Source: an optimization exercise on an open RTL-to-GDS flow (aim: small area, a short achievable clock period and few clock cycles). Production flows keep margins and buffers that such runs may drop.
At most, simulation tests tie the RTL to the original design; equivalence was not proved.
Power is estimated from default activity; no workload was simulated.

Design lep_crc16, start of the top module:
module lep_crc16 (
    input  wire        clk,
    input  wire        rst,
    input  wire        host_req,
    input  wire        host_we,
    input  wire [11:0] host_addr,
    input  wire [31:0] host_wdata,
    output wire [31:0] host_rdata,
    output wire        host_ready,
    output wire        mem_re,
    output wire        mem_we,
    output wire [9:0]  mem_addr,
    output reg  [3:0]  mem_be,
    output wire [31:0] mem_wdata,
    input  wire [31:0] mem_rdata
);
Size in the first run: ~2900 cells after synthesis, ~330 flip-flops, roughly 160 I/O pins, ~0.024 sq mm of cells after synthesis.
export LEC_CHECK = 0
export CAP_MARGIN = 20
export CORE_MARGIN = 2
export CORE_UTILIZATION = 40
export PLACE_DENSITY = 0.6
export SETUP_SLACK_MARGIN = 3.0
export SLEW_MARGIN = 20
create_clock -name core_clock -period 8.0 [get_ports {clk}]
run.sh (not shown) runs the stock make flow with config.mk's settings and CLKGATE_MAP_FILE= SYNTH_SCRIPT=/design/flow/synth_recipe.tcl, a recipe that flattens the netlist after the stock synthesis.
Next try:
--- a/flow/config.mk
+++ b/flow/config.mk
@@ -10,4 +10,4 @@
 export CORE_UTILIZATION = 40
 export PLACE_DENSITY = 0.6
-export SETUP_SLACK_MARGIN = 3.0
+export SETUP_SLACK_MARGIN = 3.6
 export SLEW_MARGIN = 20
Worst hold slack hardly moves.
Combinational power is higher by 9.1%.
Power is higher by 1.6%.
Via count is higher by 3.9%.
Final cell count is higher by 2.6%.
Function was not checked in any run of this note: the RTL went through the layout flow alone.

========
Setup of before:
Another version of the RTL of lep_crc16 (not shown whole).
Size in the first run: ~2900 cells after synthesis.
Settings: LEC_CHECK=0, CAP_MARGIN=20, CORE_MARGIN=2, CORE_UTILIZATION=55, CTS_BUF_LIST=sky130_fd_sc_hd__clkbuf_4 sky130_fd_sc_hd__clkbuf_8, PLACE_DENSITY=0.65, SETUP_SLACK_MARGIN=3.55, SLEW_MARGIN=20; clock period 8.0 ns.
What after does differently from before at the input level:
- changing PLACE_DENSITY from 0.65 to 0.7
- changing SETUP_SLACK_MARGIN from 3.55 to 3.4
## What came out
- before: PASS, flow complete, no timing, DRC or antenna violations
- after went all the way through the flow, and no timing, DRC or antenna check failed.
- Compared with before, after shows a higher time the worst path needs with I/O delays and setup.
- Core utilization in after is 1.6 points lower than in before
- For after, the cell type of the slowest stage on the worst timing path was sky130_fd_sc_hd__clkdlybuf4s50_1, unlike before, where it was sky130_fd_sc_hd__edfxtp_1.
- after vs. before: worst voltage drop across the vdd grid now sits higher, detailed-route wire length on metal 1 now sits higher, timing-limited maximum frequency now sits lower.
Function was not checked in any run of this note: the RTL went through the layout flow alone.

========
## run 1
lep_crc16, a different RTL version from the one above (not shown whole).
Size in the first run: ~2,800 cells after synthesis, about 160 I/O pins, roughly 24,000 um^2 of cells after synthesis.
==> flow/design.v (excerpt) <==
module lep_crc16 (
    input  wire        clk,
    input  wire        rst,
    input  wire        host_req,
    input  wire        host_we,
    input  wire [11:0] host_addr,
    input  wire [31:0] host_wdata,
    output wire [31:0] host_rdata,
    output wire        host_ready,
    output wire        mem_re,
    output wire        mem_we,
    output wire [9:0]  mem_addr,
    output reg  [3:0]  mem_be,
    output wire [31:0] mem_wdata,
    input  wire [31:0] mem_rdata
);
export LEC_CHECK = 0
export CAP_MARGIN = 20
export CORE_MARGIN = 2
export CORE_UTILIZATION = 55
export CTS_BUF_LIST = sky130_fd_sc_hd__clkbuf_4 sky130_fd_sc_hd__clkbuf_8
export PLACE_DENSITY = 0.65
export SETUP_SLACK_MARGIN = 3.5
export SLEW_MARGIN = 20
create_clock -name core_clock -period 8.0 [get_ports {clk}]
Run 1 closes out successfully: all stages finished, all timing, DRC and antenna checks passed.
Testbench counts of run 1, summed over its fixed seeds: cycles 71,064.
#### Input delta (run 2 over run 1)
- changing SETUP_SLACK_MARGIN from 3.5 to 3.4
## What came out
Every stage of the flow completed for run 1, and the final layout passed the timing, design-rule and antenna checks.
Run 2 went all the way through synthesis, placement and routing and the layout is clean on timing, DRC and antenna.
Met1 layer usage reported by global route: run 1 and run 2 compared, higher one is run 1
In the reports for run 1 and run 2, the smaller global-route usage belongs to run 2.
Compared with run 1, in run 2 total wirelength of the detailed-routed design went down by 1500 um, layout-stage area growth over the synthesis result went down by 1.4 points, count of cell instances traversed by the critical path went up by 1, maximum root-to-sink buffer count was more or less identical.
Worst hold slack was higher in run 2 than in run 1.
Looking at endpoint of the most critical setup path, the host_rdata[0] result is from run 1; the host_rdata[1] one comes from run 2.
Global-route wire length before repair in run 2 is 2300 um lower than in run 1
## Diff of input files: run 3 against run 2
- changing PLACE_DENSITY from 0.65 to 0.6
## What came out
Going from run 2 to run 3, overall routed net length picked up an extra about 0.34%; combinational cell fraction of total power lost 1.2 points. Compared with run 2, run 3 shows a post-route cell area that is 240 um^2 lower.
## Diff of input files: run 4 against run 3
- PLACE_DENSITY now 0.7, was 0.6
Notes after the runs:
Diff run 3..run 4 | wire length of the first global-routing pass | negligible. Clock buffer count (run 4 vs. run 3) decreases by more than a quarter. Run 3 reports its timing endpoint of the critical path as host_rdata[1] while run 4 reports host_ready. Per the comparison of run 4 with run 3, aggregate routed wire length now sits at about the same level; layout multi-input combinational cell count now sits at about the same level; number of ordinary and repair buffers in the finished layout now sits higher; post-CTS resize count now sits lower. Run 3 has lower time the worst path needs with I/O delays and setup than run 4. Run comparison: run 4 critical-path cell with the highest stage delay or4_4; run 3 critical-path cell with the highest stage delay a222oi_1. The final reports for run 4 and run 3 show total power higher in the former.

==> port drivers added, routing unchanged <==
The flow's constraints put no driver on any port. The routed layouts listed below were extracted and timed again, unchanged, in two steps. Step 1: set_driving_cell puts a clkbuf_16 on clk and a buf_2 on each other input, an assumption about the parent block. Step 2 moves the port delays by t, midway between the first and last clock arrival at a register: inputs arrive t later, outputs are due t later. That takes back most of the time a late clock gives input paths. a / b / c = ideal ports / drivers / drivers and shift; a / b = the first two.
run | shift t [ns] | setup WS [ns] | hold WS [ns] | worst register clock-pin slew, ns | worst data-port slew with drivers (ns)
the first run of note 1 | 0.634 | 2.970 / 2.939 / 2.634 | 0.472 / 0.472 / 0.472 | 0.07 / 0.07 | 0.05
the second run of note 1 | 0.632 | 3.060 / 2.995 / 3.164 | 0.475 / 0.475 / 0.475 | 0.07 / 0.07 | 0.09
before | 0.737 | 3.455 / 3.397 / 2.938 | 0.473 / 0.473 / 0.473 | 0.08 / 0.08 | 0.09
after | 0.738 | 3.254 / 3.221 / 2.910 | 0.469 / 0.469 / 0.469 | 0.08 / 0.08 | 0.10
run 1 | 0.711 | 3.298 / 3.237 / 3.026 | 0.469 / 0.469 / 0.469 | 0.07 / 0.07 | 0.07
run 2 | 0.702 | 3.318 / 3.248 / 3.029 | 0.478 / 0.478 / 0.478 | 0.07 / 0.07 | 0.10
run 3 | 0.707 | 3.323 / 3.215 / 2.972 | 0.472 / 0.472 / 0.472 | 0.07 / 0.07 | 0.16
run 4 | 0.697 | 3.129 / 3.096 / 2.969 | 0.473 / 0.473 / 0.473 | 0.07 / 0.07 | 0.11
After both steps every run listed still meets setup and hold. The setup slack of before, which loses most, moves by -0.058 ns with the drivers and by -0.517 ns with both steps.
